From an optimization exercise on the open Yosys and OpenROAD flow, aimed at small area, a short achievable clock period and few clock cycles per item; shortcuts taken in it are not production practice. Function was checked by simulation only, so behaviour that the tests miss may differ from the original.

===== run.sh =====
#!/bin/bash
# synth_recipe.tcl (not shown) runs the flow's synth.tcl, then flattens the netlist and writes it again
# the make line also repeats each setting of config.mk as NAME=value (left out here)
make -C /OpenROAD-flow-scripts/flow DESIGN_CONFIG=/design/flow/config.mk WORK_HOME=/design/flow/orfs CLKGATE_MAP_FILE= SYNTH_SCRIPT=/design/flow/synth_recipe.tcl finish

===== config.mk =====
export PLATFORM = sky130hd
export DESIGN_NAME = filtcore
export DESIGN_NICKNAME = filtcore
export VERILOG_FILES = /design/flow/design.v
export SDC_FILE = /design/flow/constraint.sdc
export NUM_CORES = 4
export LEC_CHECK = 0
export CAP_MARGIN = 20
export CORE_MARGIN = 2
export CORE_UTILIZATION = 40
export SETUP_SLACK_MARGIN = 0.8
export SLEW_MARGIN = 20

===== design.v =====
module bitwidth16 (
    input  wire [15:0] v,
    output reg  [4:0]  bits
);
    integer i;
    always @* begin
        bits = 5'd0;
        for (i = 0; i < 16; i = i + 1)
            if (v[i])
                bits = i + 1;
    end
endmodule
module lpf_unit (
    input  wire        clk,
    input  wire        rst,
    input  wire        do_init,      
    input  wire        do_setc,      
    input  wire        do_clear,     
    input  wire        do_step,      
    input  wire [15:0] data,         
    output reg         cfg,
    output wire [15:0] y             
);
    reg [15:0] alpha;
    reg [15:0] oma;
    reg [15:0] last;
    wire [15:0] new_alpha = data + 16'd1;
    wire [15:0] new_oma   = 16'd127 - new_alpha;
    wire [31:0] p1  = alpha * data;
    wire [31:0] p2  = oma * last;
    wire [31:0] acc = p1 + p2;
    assign y = acc[22:7];
    always @(posedge clk) begin
        if (!rst && (do_init || do_setc)) begin
            alpha <= new_alpha;
            oma   <= new_oma;
        end
    end
    always @(posedge clk) begin
        if (rst) begin
            cfg  <= 1'b0;
            last <= 16'd0;
        end else begin
            if (do_init || do_setc)
                cfg <= 1'b1;
            if (do_init || do_clear)
                last <= 16'd0;
            else if (do_step)
                last <= y;
        end
    end
endmodule
module nlpf_unit (
    input  wire        clk,
    input  wire        rst,
    input  wire        do_init,
    input  wire        do_setc,
    input  wire        do_clear,
    input  wire        do_step,
    input  wire [15:0] data,
    output reg         cfg,
    output wire [15:0] y
);
    reg [5:0]  alpha;
    reg [3:0]  ash;
    reg [15:0] last;
    wire [4:0]  raw_bits;
    bitwidth16 u_bw_raw (.v(data), .bits(raw_bits));
    wire [3:0]  new_ash   = (raw_bits > 5'd6) ? raw_bits - 5'd6 : 4'd0;
    wire [15:0] raw_shift = data >> new_ash;
    wire [5:0]  new_alpha = raw_shift[5:0];
    wire [4:0] x_bits;
    wire [4:0] l_bits;
    bitwidth16 u_bw_x (.v(data), .bits(x_bits));
    bitwidth16 u_bw_l (.v(last), .bits(l_bits));
    wire [2:0]  si = (x_bits > 5'd10) ? x_bits - 5'd10 : 3'd0;
    wire [2:0]  sl = (l_bits > 5'd10) ? l_bits - 5'd10 : 3'd0;
    wire [15:0] xs_full = data >> si;
    wire [15:0] ls_full = last >> sl;
    wire [9:0]  xs = xs_full[9:0];
    wire [9:0]  ls = ls_full[9:0];
    wire [6:0]  oma = 7'd64 - {1'b0, alpha};
    wire [15:0] p1  = alpha * xs;
    wire [16:0] p2  = oma * ls;
    wire [31:0] acc = ({16'd0, p1} << ash) + ({15'd0, p2} << ash);
    wire [2:0]  rsh = 3'd6 - si;
    wire [31:0] r   = acc >> rsh;
    assign y = (r[31:16] != 16'd0) ? 16'hFFFF : r[15:0];
    always @(posedge clk) begin
        if (!rst && (do_init || do_setc)) begin
            alpha <= new_alpha;
            ash   <= new_ash;
        end
    end
    always @(posedge clk) begin
        if (rst) begin
            cfg  <= 1'b0;
            last <= 16'd0;
        end else begin
            if (do_init || do_setc)
                cfg <= 1'b1;
            if (do_init || do_clear)
                last <= 16'd0;
            else if (do_step)
                last <= y;
        end
    end
endmodule
module filtcore (
    input  wire        clk,
    input  wire        rst,
    input  wire        cmd_valid,
    output wire        cmd_ready,
    input  wire [31:0] cmd_word,
    output wire        rsp_valid,
    input  wire        rsp_ready,
    output wire [31:0] rsp_word,
    output wire [1:0]  err_sticky
);
    localparam [1:0] UNIT_LPF  = 2'b00;
    localparam [1:0] UNIT_HPF  = 2'b01;
    localparam [1:0] UNIT_NLPF = 2'b10;
    localparam [1:0] OP_INIT    = 2'b00;
    localparam [1:0] OP_PROCESS = 2'b01;
    localparam [1:0] OP_SETC    = 2'b10;
    localparam [1:0] OP_RESET   = 2'b11;
    localparam [1:0] ST_OK      = 2'b00;
    localparam [1:0] ST_ILLEGAL = 2'b01;
    localparam [1:0] ST_UNCFG   = 2'b10;
    reg        rsp_valid_q;
    reg [1:0]  rsp_status_q;
    reg [15:0] rsp_result_q;
    reg [1:0]  err_q;
    assign cmd_ready = !rst && (!rsp_valid_q || rsp_ready);
    wire accept = cmd_valid && cmd_ready;
    wire [1:0]  unit = cmd_word[19:18];
    wire [1:0]  op   = cmd_word[17:16];
    wire [15:0] data = cmd_word[15:0];
    wire illegal = (cmd_word[31:20] != 12'd0) || (unit == 2'b11) ||
                   (op == OP_RESET && data != 16'd0);
    wire legal = accept && !illegal;
    wire sel_lpf  = legal && unit == UNIT_LPF;
    wire sel_hpf  = legal && unit == UNIT_HPF;
    wire sel_nlpf = legal && unit == UNIT_NLPF;
    wire is_init  = op == OP_INIT;
    wire is_proc  = op == OP_PROCESS;
    wire is_setc  = op == OP_SETC;
    wire is_reset = op == OP_RESET;
    wire        lpf_cfg, hpf_cfg, nlpf_cfg;
    wire [15:0] lpf_y, hpf_low, nlpf_y;
    lpf_unit u_lpf (
        .clk(clk), .rst(rst),
        .do_init (sel_lpf && is_init),
        .do_setc (sel_lpf && is_setc),
        .do_clear(sel_lpf && is_reset),
        .do_step (sel_lpf && is_proc && lpf_cfg),
        .data(data), .cfg(lpf_cfg), .y(lpf_y)
    );
    lpf_unit u_hpf_lp (
        .clk(clk), .rst(rst),
        .do_init (sel_hpf && is_init),
        .do_setc (sel_hpf && is_setc),
        .do_clear(sel_hpf && is_reset),
        .do_step (sel_hpf && is_proc && hpf_cfg),
        .data(data), .cfg(hpf_cfg), .y(hpf_low)
    );
    wire [15:0] hpf_y = (data >= hpf_low) ? data - hpf_low : 16'd0;
    nlpf_unit u_nlpf (
        .clk(clk), .rst(rst),
        .do_init (sel_nlpf && is_init),
        .do_setc (sel_nlpf && is_setc),
        .do_clear(sel_nlpf && is_reset),
        .do_step (sel_nlpf && is_proc && nlpf_cfg),
        .data(data), .cfg(nlpf_cfg), .y(nlpf_y)
    );
    reg        unit_cfg;
    reg [15:0] unit_y;
    always @* begin
        case (unit)
            UNIT_LPF:  begin unit_cfg = lpf_cfg;  unit_y = lpf_y;  end
            UNIT_HPF:  begin unit_cfg = hpf_cfg;  unit_y = hpf_y;  end
            default:   begin unit_cfg = nlpf_cfg; unit_y = nlpf_y; end
        endcase
    end
    reg [1:0]  next_status;
    reg [15:0] next_result;
    always @* begin
        next_status = ST_OK;
        next_result = 16'd0;
        if (illegal)
            next_status = ST_ILLEGAL;
        else if (is_proc && !unit_cfg)
            next_status = ST_UNCFG;
        else if (is_proc)
            next_result = unit_y;
    end
    always @(posedge clk) begin
        if (rst) begin
            rsp_valid_q  <= 1'b0;
            rsp_status_q <= 2'b00;
            rsp_result_q <= 16'd0;
            err_q        <= 2'b00;
        end else begin
            if (accept) begin
                rsp_valid_q  <= 1'b1;
                rsp_status_q <= next_status;
                rsp_result_q <= next_result;
                if (next_status == ST_ILLEGAL) err_q[0] <= 1'b1;
                if (next_status == ST_UNCFG)   err_q[1] <= 1'b1;
            end else if (rsp_ready) begin
                rsp_valid_q  <= 1'b0;
            end
        end
    end
    assign rsp_valid  = rsp_valid_q && !rst;
    assign rsp_word   = {14'd0, rsp_status_q, rsp_result_q};
    assign err_sticky = err_q;
endmodule

===== constraint.sdc =====
create_clock -name core_clock -period 14.0 [get_ports {clk}]
set_input_delay 2.8000 -clock core_clock [delete_from_list [all_inputs] [get_ports {clk}]]
set_output_delay 2.8000 -clock core_clock [all_outputs]
set_load 0.01 [all_outputs]

==> results.py <==
metrics = {
    "timing": {
        "finalCriticalPeriod_ns": 12.67,
        "rsz0062_at_grt": "no",
        "tightest_slew_ns": 1.12,
        "fin_ws_ns": 1.33,
        "setup_tns_ns": 0,
        "slew_violations": 0,
        "hold_viol": 0,
        "max_freq_mhz": 78.9,
        "setup_viol": 0,
        "slew_headroom_pct": 24.8,
        "fin_skew_ns": 0.0125,
        "finalCritPeriodShare_pct": 90.5,
    },
    "worst_hold_path": {
        "min_to": "rsp_result_q[14]",
        "hp-class": "reg -> reg",
        "hold_path_depth": 2,
        "min_from": "rsp_result_q[14]",
    },
    "grt": {
        "grt_max_degree": 46,
        "antenna_found_initial": 2,
        "overflow": 0,
        "grt_usage_pct": 22.9,
        "first_global_vias": 35300,
        "grt_pass1_wl_mm": 200,
    },
    "synth": {
        "synth.cell_area_sq_um": 43200,
        "syn_inst": 5055,
        "synth_cell_types": 97,
        "ys_warn_count": 4,
        "syn_avg_cell_area_sq_um": 8.56,
        "synth_edf_count": 72,
        "yosysSeqAreaShare_pct": 8.33,
        "async_reset_ff_share_pct": 0,
        "ys_seq_elements": 144,
        "synthFlopType": "edfxtp_1",
    },
    "clocking": {
        "clock_path_buffers": 2,
        "htreeDepth": 4,
        "cts_sinks": 144,
        "hold_buffers": 0,
        "numCtsBuffers": 17,
        "clk_pin_slew_ns": 0.07,
        "clockRootBuffer": "clkbuf_16",
        "worstSkewPairLatency_ns": 0.45,
        "cts_tree": "done",
    },
    "drt": {
        "drt_iter0_markers": 2198,
        "firstDrtPassIters": 5,
        "drc": 0,
        "viasPerCell": 5.29,
        "ant_nets": 0,
        "routed_wl_mm": 125,
        "vias": 33800,
        "routedWlPerCell_um": 19.6,
    },
    "floorplanning": {
        "core_area_sq_um": 107000,
        "die_h_um": 333,
        "ios": 72,
        "rows": 120,
        "initial_utilization_pct": 40.3,
        "dieArea_sq_um": 111000,
        "die_width_um": 333,
    },
    "critical_path": {
        "r2r-start": "u_nlpf.last[2]",
        "path_class": "in -> reg",
        "rr_endpoint": "rsp_result_q[7]",
        "crit_required_ns": 14.31,
        "end_kind": "register",
        "worst_ep_arrival_time_ns": 12.97,
        "crit_fanout": 45,
        "cp_slowest_cell": "or4_1",
        "r2r_setup_slack_ns": 2.10,
        "crit_path_start_kind": "input pin",
        "max_stage_delay_ns": 0.55,
        "reg2regPathDepth": 39,
    },
    "placed_design": {
        "placed_cell_area_sq_um": 45100,
        "io_buffers": 57,
        "gp_congestion": 0.890,
        "dp_hpwl_mm": 101,
        "dp_worst_setup_slack_ns": -0.0709,
    },
    "finish": {
        "syn_to_final_growth_pct": 6.08,
        "post-route-util_pct": 42.8,
        "regArea_sq_um": 3600,
        "layout.nets": 6148,
        "multiInputGateArea_sq_um": 35000,
        "drive_above_1_share_pct": 4.84,
        "fillers": 10800,
        "fin_area_sq_um": 45900,
    },
    "power_and_ir_drop": {
        "power_mw": 6.93,
        "ir_drop_mv": 0.308,
        "leakage_nw": 21.6,
        "power_density_nw_per_um2": 151,
    },
    "run_status": {
        "status": "complete, no violations",
    },
    "run": {
        "maxCapViolCount": 0,
    },
}
metrics by stage:
stage	hold WS, ns	instances
2_1_floorplan	0.435	5068
3_3_place_gp	0.446	6344
3_5_place_dp	0.453	6344
4_1_cts	0.469	6379
5_1_grt	0.499	6387
6_report	0.466	6389
layout make-up:
type,instances,share of cell area (%)
Antenna cell,2,0.0109
Clock buffer,18,0.957
Clock inverter,14,0.273
Inverter,976,8.00
Multi-Input combinational cell,3682,76.4
Sequential cell,144,7.85
Tap cell,1403,3.83
Timing Repair Buffer,150,2.72
layer usage:
| metal | global-route usage [%] | vias to the layer above | routed length (um) |
|---|---|---|---|
| li1 | - | 15500 | - |
| met1 | 31.6 | 17300 | 56000 |
| met2 | 38.0 | 917 | 58800 |
| met3 | 2.66 | 157 | 6730 |
| met4 | 6.33 | 2 | 3470 |
| met5 | 0 | - | 13 |
report_power, final:
part / total (mW) / internal (mW) / switching, mW
Sequential: 0.445 / 0.444 / 0.000298
Clock: 0.448 / 0.237 / 0.211
Combinational: 6.03 / 2.26 / 3.77
Total: 6.93 / 2.94 / 3.98
worst max-delay path by stage:
stage,start,end,slack (ns)
after floorplan,cmd_word[2],rsp_result_q[7],1.02
after detailed placement,cmd_word[12],u_nlpf.last[15],-0.07
final,cmd_word[2],rsp_result_q[7],1.33
after global routing,cmd_word[1],rsp_result_q[7],0.79
after CTS,cmd_word[12],u_nlpf.last[15],0.81
after global placement,cmd_word[12],u_nlpf.last[15],-0.05
critical path: cells and delay by family:
kind                       cells  cell delay, ns
AOI/OAI and AO/OA             20            4.70
adders and majority gates      5            2.13
buffers and inverters          5            1.01
muxes                          2            0.62
and+or+nand+nor                8            1.66
flip-flops by register name, summed over array words and instances, names as in the netlist, 2 cells and up:
| signal | count |
|---|---|
| rsp_result_q | 16 |
| u_nlpf.alpha | 6 |
| u_nlpf.ash | 4 |
| u_hpf_lp.alpha | 15 |
| u_lpf.last | 16 |
| u_lpf.alpha | 15 |
| u_lpf.oma | 16 |
| u_hpf_lp.last | 16 |
| err_q | 2 |
| u_hpf_lp.oma | 16 |
| u_nlpf.last | 16 |
| rsp_status_q | 2 |
logic make-up (layout without fill, tap and decap cells):
logic type,after synthesis,after routing,share of synthesized area [%]
muxes,138,138,3.59
adders and majority gates,1141,1141,46.6
buffers and inverters,1244,1158,11.1
DFF,144,144,8.33
xor gates and xnor gates,197,197,4.01
other,1,16,0.00867
AOI/OAI and AO/OA,564,564,8.64
and+or+nand+nor,1626,1628,17.8
cell usage after synthesis (all sizes together), types with 17 or more instances:
master    n  share of area, %
a21oi   160               1.9
inv     973               8.4
a211oi   31              0.54
nand2b   44              0.64
fa      784                36
o21a     23              0.40
and3     31              0.45
nand3    39              0.47
o21bai   18              0.31
edfxtp   72               5.0
o211ai   17              0.31
mux2     24              0.62
a31oi    28              0.44
nor4     17              0.26
o21ai   114               1.3
buf      64              0.81
or2      17              0.25
nor2    237               2.1
ha      357                10
nor2b    38              0.55
nor3     43              0.50
a21o     35              0.61
dfxtp    72               3.3
clkbuf  204               1.8
xnor2   140               2.9
nand2   753               6.5
mux2i   103               2.4
xor2     57               1.2
and2    364               5.3
timing repair:
action,CTS,global route
gates cloned,1,1
endpoints found under the setup margin,32,32
buffers inserted,2,7
resized for setup,5,26
pin swaps,3,5
cell usage in the layout (no fill, tap or decap), types with 13 or more instances in the layout:
cell	synthesis	final
a211oi_1	31	30
a21o_1	35	35
a21oi_1	159	158
a31oi_1	27	26
and2_1	363	363
and3_1	31	30
buf_4	19	89
clkbuf_16	0	17
clkdlybuf4s50_1	0	41
conb_1	1	14
dfxtp_1	72	72
edfxtp_1	72	72
fa_1	784	784
ha_1	357	355
inv_1	971	971
mux2_2	24	24
mux2i_1	102	102
nand2_1	752	752
nand2b_1	44	44
nand3_1	37	37
nand4_1	13	13
nor2_1	234	232
nor2b_1	38	38
nor3_1	43	43
o211ai_1	16	16
o21a_1	23	23
o21ai_0	108	104
o21bai_1	18	18
o22ai_1	14	14
o31ai_1	13	13
or2_2	16	16
xnor2_1	139	139
xor2_1	57	56
Testbench counts, summed over its fixed seeds: cycles 16,008, items 16,000.

[afterwards: timing with drivers on the ports]
The results above use ideal ports. As a check the final layout listed here was re-extracted and re-timed, cells and wires unchanged. Step 1, drivers: a clkbuf_16 drives clk and a buf_2 each remaining input, both assumed. Step 2 adds t to the input delays and takes it off the output delays; t is the mean of the earliest and latest rising clock arrival at the registers after step 1. Input paths then give back, and output paths get back, about the clock's delay inside the block. Three values: no drivers, after step 1, after step 2; two values: the first two.
t, ns: 0.506
setup slack, ns: 1.333 / 1.314 / 0.809
worst setup path at the end: input to register
worst register clock-pin slew, ns: 0.07 / 0.07
worst slew at a driven data input, ns: 0.15
After both steps this run still meets setup and hold. For this run, drivers alone change the setup slack by -0.019 ns; drivers and shift together by -0.524 ns.
